This design comes from an exercise in tuning for small area, a short achievable clock period and few clock cycles on the open sky130 flow, not from production work.
Where RTL was checked, it was by simulation tests only, not by an equivalence proof against the original.
Power figures rest on the tool's default switching activity, not on a simulated workload.

// sprite_render
module sprite_render (
    input  wire        clk,
    input  wire        rst,
    input  wire        start,
    output wire        busy,
    output reg         done,
    input  wire [2:0]  cfg_grid_w_m1,    
    input  wire [2:0]  cfg_grid_h_m1,    
    input  wire [2:0]  cfg_fb_tx_m1,     
    input  wire [2:0]  cfg_fb_ty_m1,     
    input  wire        cfg_gated,        
    input  wire [10:0] cfg_spr_off,      
    input  wire [10:0] cfg_anim_off,     
    output reg         tbl_re,
    output reg         tbl_we,
    output reg  [10:0] tbl_addr,
    output reg  [7:0]  tbl_wdata,
    input  wire [7:0]  tbl_rdata,
    output reg         def_re,
    output reg  [13:0] def_addr,
    input  wire [7:0]  def_rdata,
    output reg         fb_we,
    output reg  [11:0] fb_addr,
    output reg  [7:0]  fb_wdata
);
==> flow/config.mk <==
export PLATFORM = sky130hd
export DESIGN_NAME = sprite_render
export DESIGN_NICKNAME = sprite_render
export VERILOG_FILES = /design/flow/design.v
export SDC_FILE = /design/flow/constraint.sdc
export NUM_CORES = 4
export LEC_CHECK = 0
export CAP_MARGIN = 20
export CORE_MARGIN = 2
export CORE_UTILIZATION = 60
export CTS_BUF_LIST = sky130_fd_sc_hd__clkbuf_4 sky130_fd_sc_hd__clkbuf_8
export CTS_CLUSTER_SIZE = 30
export SETUP_SLACK_MARGIN = 4
export SLEW_MARGIN = 20
==> flow/constraint.sdc <==
create_clock -name core_clock -period 6.5 [get_ports {clk}]
set_input_delay 1.3000 -clock core_clock [delete_from_list [all_inputs] [get_ports {clk}]]
set_output_delay 1.3000 -clock core_clock [all_outputs]
set_load 0.01 [all_outputs]
standard.sh (not shown) runs the stock make flow with config.mk's settings and CLKGATE_MAP_FILE= SYNTH_SCRIPT=/design/flow/synth_recipe.tcl, a recipe that flattens the netlist after the stock synthesis.
==> flow/flow/run.sh <==
#!/bin/bash
# Standard layout, with plain buffers (buf_2) on the ports instead of the
# resizer's default choice. Every tool's output goes to flow.log here, and
# ORFS keeps each step's log under orfs/logs/.
set -euo pipefail
export BUFFER_PORTS_ARGS="-buffer_cell sky130_fd_sc_hd__buf_2"
bash standard.sh > flow.log 2>&1
Rerun with:
--- a/flow/config.mk
+++ b/flow/config.mk
@@ -10,5 +10,4 @@
 export CORE_UTILIZATION = 60
 export CTS_BUF_LIST = sky130_fd_sc_hd__clkbuf_4 sky130_fd_sc_hd__clkbuf_8
-export CTS_CLUSTER_SIZE = 30
 export SETUP_SLACK_MARGIN = 4
 export SLEW_MARGIN = 20
What happened: The changed run completed without violations. Routed wire length stays the same. Setup slack does not change. Maximum frequency stays the same. Cell count does not change. Worst hold slack is unchanged. Total power does not change.
Function was not checked in any run of this note: the RTL went through the layout flow alone.

* * *

The RTL this note starts from:
==> flow/design.v <==
module sprite_render (
    input  wire        clk,
    input  wire        rst,
    input  wire        start,
    output wire        busy,
    output reg         done,
    input  wire [2:0]  cfg_grid_w_m1,    
    input  wire [2:0]  cfg_grid_h_m1,    
    input  wire [2:0]  cfg_fb_tx_m1,     
    input  wire [2:0]  cfg_fb_ty_m1,     
    input  wire        cfg_gated,        
    input  wire [10:0] cfg_spr_off,      
    input  wire [10:0] cfg_anim_off,     
    output reg         tbl_re,
    output reg         tbl_we,
    output reg  [10:0] tbl_addr,
    output reg  [7:0]  tbl_wdata,
    input  wire [7:0]  tbl_rdata,
    output reg         def_re,
    output reg  [13:0] def_addr,
    input  wire [7:0]  def_rdata,
    output reg         fb_we,
    output reg  [11:0] fb_addr,
    output reg  [7:0]  fb_wdata
);
    reg busy_r;
    assign busy = busy_r;
    wire accept = start && !busy_r;
    localparam T_IDLE  = 4'd0;
    localparam T_START = 4'd1;    
    localparam T_RA    = 4'd2;    
    localparam T_RS    = 4'd3;    
    localparam T_CD    = 4'd4;    
    localparam T_RN    = 4'd5;    
    localparam T_RK    = 4'd6;    
    localparam T_CK    = 4'd7;    
    localparam T_RSP   = 4'd8;    
    localparam T_RFC   = 4'd9;    
    localparam T_CFC   = 4'd10;   
    localparam T_WFC   = 4'd11;   
    localparam T_RD    = 4'd12;   
    localparam T_RN2   = 4'd13;   
    localparam T_CN    = 4'd14;   
    localparam T_WE    = 4'd15;   
    reg [3:0]  tstate;
    reg        te_fin;       
    reg [10:0] ea;           
    reg [2:0]  tcol, trow;   
    reg [5:0]  trb;          
    reg        r_gated;      
    reg [9:0]  r_a;          
    reg [7:0]  r_spr;        
    reg [7:0]  r_k;          
    reg        r_ge;         
    reg        rec_valid;    
    wire t_wrap = (tcol == cfg_grid_w_m1);
    wire t_last = t_wrap && (trow == cfg_grid_h_m1);
    wire        two   = (tstate == T_WE);
    wire [10:0] a_inc = {tbl_addr[10:1] + {9'd0, two | tbl_addr[0]}, tbl_addr[0] ^ ~two};
    wire [10:0] a_d   = tbl_addr + {1'b0, r_a} + {10'd0, r_gated && tstate == T_CD};
    wire        fc_ge = (tbl_rdata >= tbl_wdata);
    reg        pe_fin;       
    reg        v1;           
    reg [2:0]  p_xo, p_yo;   
    reg        p_clipx, p_clipy;
    reg [5:0]  p_row;        
    reg        p_last;       
    reg        p_wrap;       
    reg [2:0]  p_hi;         
    reg [3:0]  p_py;         
    reg [11:0] fb_a1;        
    wire [2:0] rr = def_addr[5:3];
    wire [2:0] cc = def_addr[2:0];
    wire [2:0] chi = p_clipx ? ~p_xo : 3'd7;
    wire [2:0] rhi = p_clipy ? ~p_yo : 3'd7;
    wire       row_end  = (cc == p_hi);
    wire       tile_end = row_end && (rr == rhi);
    wire       take = rec_valid && (!def_re || tile_end);
    wire [3:0] px = {1'b0, p_xo} + {1'b0, cc};
    wire [3:0] py = p_py;
    wire [2:0] n_xo  = r_k[2:0];
    wire [2:0] n_yo  = r_k[5:3];
    wire [4:0] r_dy  = {1'b0, p_py} + 5'd1 - {2'b00, n_yo};   
    wire       r_cov = rec_valid && !r_dy[4] && !r_dy[3] && (n_xo < p_xo);
    wire [2:0] r_cut = n_xo + ~p_xo;                        
    wire [2:0] hi1   = p_wrap ? chi : (r_cov ? r_cut : 3'd7);
    always @(posedge clk) begin
        if (rst) begin
            busy_r    <= 1'b0;
            done      <= 1'b0;
            tstate    <= T_IDLE;
            tbl_re    <= 1'b0;
            tbl_we    <= 1'b0;
            rec_valid <= 1'b0;
            te_fin    <= 1'b0;
            pe_fin    <= 1'b0;
            def_re    <= 1'b0;
            v1        <= 1'b0;
            fb_we     <= 1'b0;
        end else begin
            done <= 1'b0;
            if (accept) begin
                busy_r <= 1'b1;
                te_fin <= 1'b0;
                pe_fin <= 1'b0;
            end else if (busy_r && te_fin && pe_fin && !def_re && !v1) begin
                busy_r <= 1'b0;
                done   <= 1'b1;
            end
            tbl_re <= 1'b0;
            tbl_we <= 1'b0;
            case (tstate)
                T_IDLE:  if (accept) tstate <= T_START;
                T_START: begin tbl_re <= 1'b1; tstate <= T_RA; end
                T_RA:    begin tbl_re <= 1'b1; tstate <= T_RS; end
                T_RS:    tstate <= T_CD;
                T_CD:    begin tbl_re <= 1'b1; tstate <= r_gated ? T_RK : T_RN; end
                T_RN:    begin tbl_re <= 1'b1; tstate <= T_RK; end
                T_RK: begin
                    if (r_gated) begin
                        tbl_re <= 1'b1;
                        tstate <= T_RSP;
                    end else begin
                        tstate <= T_CK;
                    end
                end
                T_CK:    begin rec_valid <= 1'b1; tbl_we <= 1'b1; tstate <= T_WE; end
                T_RSP:   begin rec_valid <= 1'b1; tbl_re <= 1'b1; tstate <= T_RFC; end
                T_RFC:   tstate <= T_CFC;
                T_CFC:   begin tbl_we <= 1'b1; tstate <= T_WFC; end
                T_WFC:   tstate <= r_ge ? T_RD : T_WE;
                T_RD:    begin tbl_re <= 1'b1; tstate <= T_RN2; end
                T_RN2:   tstate <= T_CN;
                T_CN:    begin tbl_we <= 1'b1; tstate <= T_WE; end
                T_WE: begin
                    if (t_last) begin
                        te_fin <= 1'b1;
                        tstate <= T_IDLE;
                    end else if (!rec_valid) begin
                        tbl_re <= 1'b1;
                        tstate <= T_RA;
                    end
                end
                default: tstate <= T_IDLE;
            endcase
            if (take)
                rec_valid <= 1'b0;
            if (take)
                def_re <= 1'b1;
            else if (def_re && tile_end)
                def_re <= 1'b0;
            if (def_re && tile_end && !take && p_last)
                pe_fin <= 1'b1;
            v1    <= def_re;
            fb_we <= v1;
        end
    end
    always @(posedge clk) begin
        case (tstate)
            T_START: begin
                ea       <= cfg_spr_off;
                tbl_addr <= cfg_spr_off;
                tcol     <= 3'd0;
                trow     <= 3'd0;
                trb      <= 6'd0;
                r_gated  <= cfg_gated;
            end
            T_RA:  tbl_addr <= a_inc;
            T_RS: begin
                r_a      <= r_gated ? {tbl_rdata, 2'b00} : {1'b0, tbl_rdata, 1'b0};
                tbl_addr <= cfg_anim_off;
            end
            T_CD: begin
                r_spr    <= tbl_rdata;
                tbl_addr <= a_d;
            end
            T_RN:  tbl_addr <= a_inc;
            T_RK: begin
                tbl_wdata <= tbl_rdata;            
                tbl_addr  <= a_inc;
            end
            T_CK: begin
                r_k      <= tbl_rdata;
                tbl_addr <= ea;
            end
            T_RSP: begin
                r_k      <= tbl_rdata;
                tbl_addr <= a_inc;
            end
            T_RFC: tbl_wdata <= tbl_rdata;         
            T_CFC: begin
                r_ge      <= fc_ge;
                tbl_wdata <= fc_ge ? 8'd0 : tbl_rdata + 8'd1;
            end
            T_WFC: tbl_addr <= r_ge ? cfg_anim_off : ea;
            T_RD:  tbl_addr <= a_d;
            T_CN: begin
                tbl_wdata <= tbl_rdata;
                tbl_addr  <= ea;
            end
            T_WE: begin
                if (!t_last && !rec_valid) begin
                    ea       <= a_inc;
                    tbl_addr <= a_inc;
                    if (t_wrap) begin
                        tcol <= 3'd0;
                        trow <= trow + 3'd1;
                        trb  <= trb + {3'd0, cfg_fb_tx_m1} + 6'd1;
                    end else begin
                        tcol <= tcol + 3'd1;
                    end
                end
            end
            default: ;
        endcase
        if (take) begin
            def_addr <= {r_spr + {6'd0, r_k[7:6]}, 6'd0};
            p_xo     <= r_k[2:0];
            p_yo     <= r_k[5:3];
            p_py     <= {1'b0, r_k[5:3]};
            p_clipx  <= (tcol == cfg_fb_tx_m1);
            p_clipy  <= (trow == cfg_fb_ty_m1);
            p_last   <= t_last;
            p_wrap   <= t_wrap;
            p_hi     <= (tcol == cfg_fb_tx_m1) ? ~r_k[2:0] : 3'd7;
            p_row    <= trb + {3'd0, tcol};
        end else if (row_end) begin
            def_addr[5:0] <= {rr + 3'd1, 3'd0};
            p_hi          <= hi1;
            p_py          <= p_py + 4'd1;
            if (py[2:0] == 3'd7)
                p_row <= p_row + {3'd0, cfg_fb_tx_m1} + 6'd1;
        end else begin
            def_addr[2:0] <= cc + 3'd1;
        end
        fb_a1    <= {p_row + {5'd0, px[3]}, py[2:0], px[2:0]};
        fb_addr  <= fb_a1;
        fb_wdata <= def_rdata;
    end
endmodule
clock: 6.5 ns
lec_check: 0
cap_margin: 20
core_margin: 2
core_utilization: 60
cts_buf_list: sky130_fd_sc_hd__clkbuf_4 sky130_fd_sc_hd__clkbuf_8
gpl_timing_driven: 0
setup_slack_margin: 4
slew_margin: 20
==> flow/flow/run.sh <==
#!/bin/bash
# Standard layout, with plain buffers (buf_1) on the ports instead of the
# resizer's default choice. Every tool's output goes to flow.log here, and
# ORFS keeps each step's log under orfs/logs/.
set -euo pipefail
export BUFFER_PORTS_ARGS="-buffer_cell sky130_fd_sc_hd__buf_1"
bash standard.sh > flow.log 2>&1
The starting point completed with no timing, DRC or antenna violations.
Testbench counts at the start, summed over its fixed seeds: cycles 95,757.
Then changed:
==> flow/flow/run.sh (replaced) <==
#!/bin/bash
# Standard layout, with plain buffers (buf_2) on the ports instead of the
# resizer's default choice. Every tool's output goes to flow.log here, and
# ORFS keeps each step's log under orfs/logs/.
set -euo pipefail
export BUFFER_PORTS_ARGS="-buffer_cell sky130_fd_sc_hd__buf_2"
bash standard.sh > flow.log 2>&1
GPL_TIMING_DRIVEN = not set   (was 0)
SETUP_SLACK_MARGIN = 4.1   (was 4)
=>
- The new run completed without violations
- wire length grows by about 2.7%
- flip-flop and latch count does not change
- synthesized area does not change
- worst setup slack gets better by 150 ps
Then changed:
SETUP_SLACK_MARGIN = 4.2   (was 4.1)
What happened: The changed run passed the timing, design-rule and antenna checks. Area after synthesis is unchanged. Global-route usage rises by 0.30 points. Die area stays the same. Total power falls by 0.30%. Sequential power hardly moves. Utilization rises by 3.5 points. Clock-buffer cell count falls by 3. Clock skew hardly moves. Design area rises by 4.6%. Wire length rises by about 2.4%.
Then changed:
CORE_UTILIZATION = 75   (was 60)
SETUP_SLACK_MARGIN = 4   (was 4.2)
What happened: The new run passed the timing, design-rule and antenna checks. Fmax fell by a few percent. Total power fell by a few percent. Final cell count fell by a few percent. Design area fell by a little under a tenth. Hold slack hardly moves. Clock skew rose by 3.1 ps. Non-clock buffer count fell by 36.
Then changed:
==> flow/flow/run.sh (replaced) <==
#!/bin/bash
# Standard layout, with plain buffers (buf_1) on the ports instead of the
# resizer's default choice. Every tool's output goes to flow.log here, and
# ORFS keeps each step's log under orfs/logs/.
set -euo pipefail
export BUFFER_PORTS_ARGS="-buffer_cell sky130_fd_sc_hd__buf_1"
bash standard.sh > flow.log 2>&1
CORE_UTILIZATION = 60   (was 75)
Result:
- total power went down by 4.1%
- wire length drops by 19%
- design area shrinks by 0.90%
- die area goes up by 24%
- worst hold slack stays flat
- maximum frequency climbs by 3.8%
- setup slack gains 94 ps
- global-route usage shrinks by 12 points
- non-clock buffer count goes down by 2
- via count went down by 11%
- sequential power stays flat
Then changed:
==> flow/flow/run.sh (replaced) <==
#!/bin/bash
# Standard layout, with plain buffers (buf_2) on the ports instead of the
# resizer's default choice. Every tool's output goes to flow.log here, and
# ORFS keeps each step's log under orfs/logs/.
set -euo pipefail
export BUFFER_PORTS_ARGS="-buffer_cell sky130_fd_sc_hd__buf_2"
bash standard.sh > flow.log 2>&1
CTS_BUF_LIST = not set   (was sky130_fd_sc_hd__clkbuf_4 sky130_fd_sc_hd__clkbuf_8)
After rerunning: Cell area grows by about 3%. Power rises by about 9%. Global-route usage is higher by 0.75 points. Final cell count drops by 0.48%. Count of clock-buffer cells in the layout stays the same. Clock power rose by about 33%. Via count increases by about 0.9%.

## afterwards: timing with drivers on the ports
No port has a modelled driver above. Below, the same layouts with a new extraction and two added sets of constraints.
Step 1 (the two cells are an assumption about what drives the block):
set clk [get_ports {clk}]
set_driving_cell -lib_cell sky130_fd_sc_hd__clkbuf_16 $clk
set_driving_cell -lib_cell sky130_fd_sc_hd__buf_2 [delete_from_list [all_inputs] $clk]
Step 2 times the ports against the registers' clock, not the clock port: input delays grow and output delays shrink by t, the midpoint of the rising clock arrivals with the driver on.
Three values: ideal ports, drivers, drivers and shift; two values: the first two.
| run | t (ns) | slack for setup (ns) | worst register clock-pin slew, ns |
|---|---|---|---|
| the first run of note 1 | 0.504 | 3.683 / 3.678 / 3.174 | 0.09 / 0.09 |
| the second run of note 1 | 0.504 | 3.683 / 3.678 / 3.174 | 0.09 / 0.09 |
| the first run of note 2 | 0.482 | 3.924 / 3.924 / 3.557 | 0.09 / 0.09 |
| the second run of note 2 | 0.498 | 4.072 / 4.034 / 3.619 | 0.09 / 0.09 |
| the third run of note 2 | 0.491 | 4.063 / 4.026 / 3.673 | 0.10 / 0.10 |
| the fourth run of note 2 | 0.499 | 3.941 / 3.941 / 3.535 | 0.09 / 0.09 |
| the fifth run of note 2 | 0.480 | 4.035 / 4.001 / 3.565 | 0.10 / 0.10 |
| the sixth run of note 2 | 0.459 | 4.017 / 3.976 / 3.600 | 0.07 / 0.07 |
After both steps setup and hold are still met in every run listed.
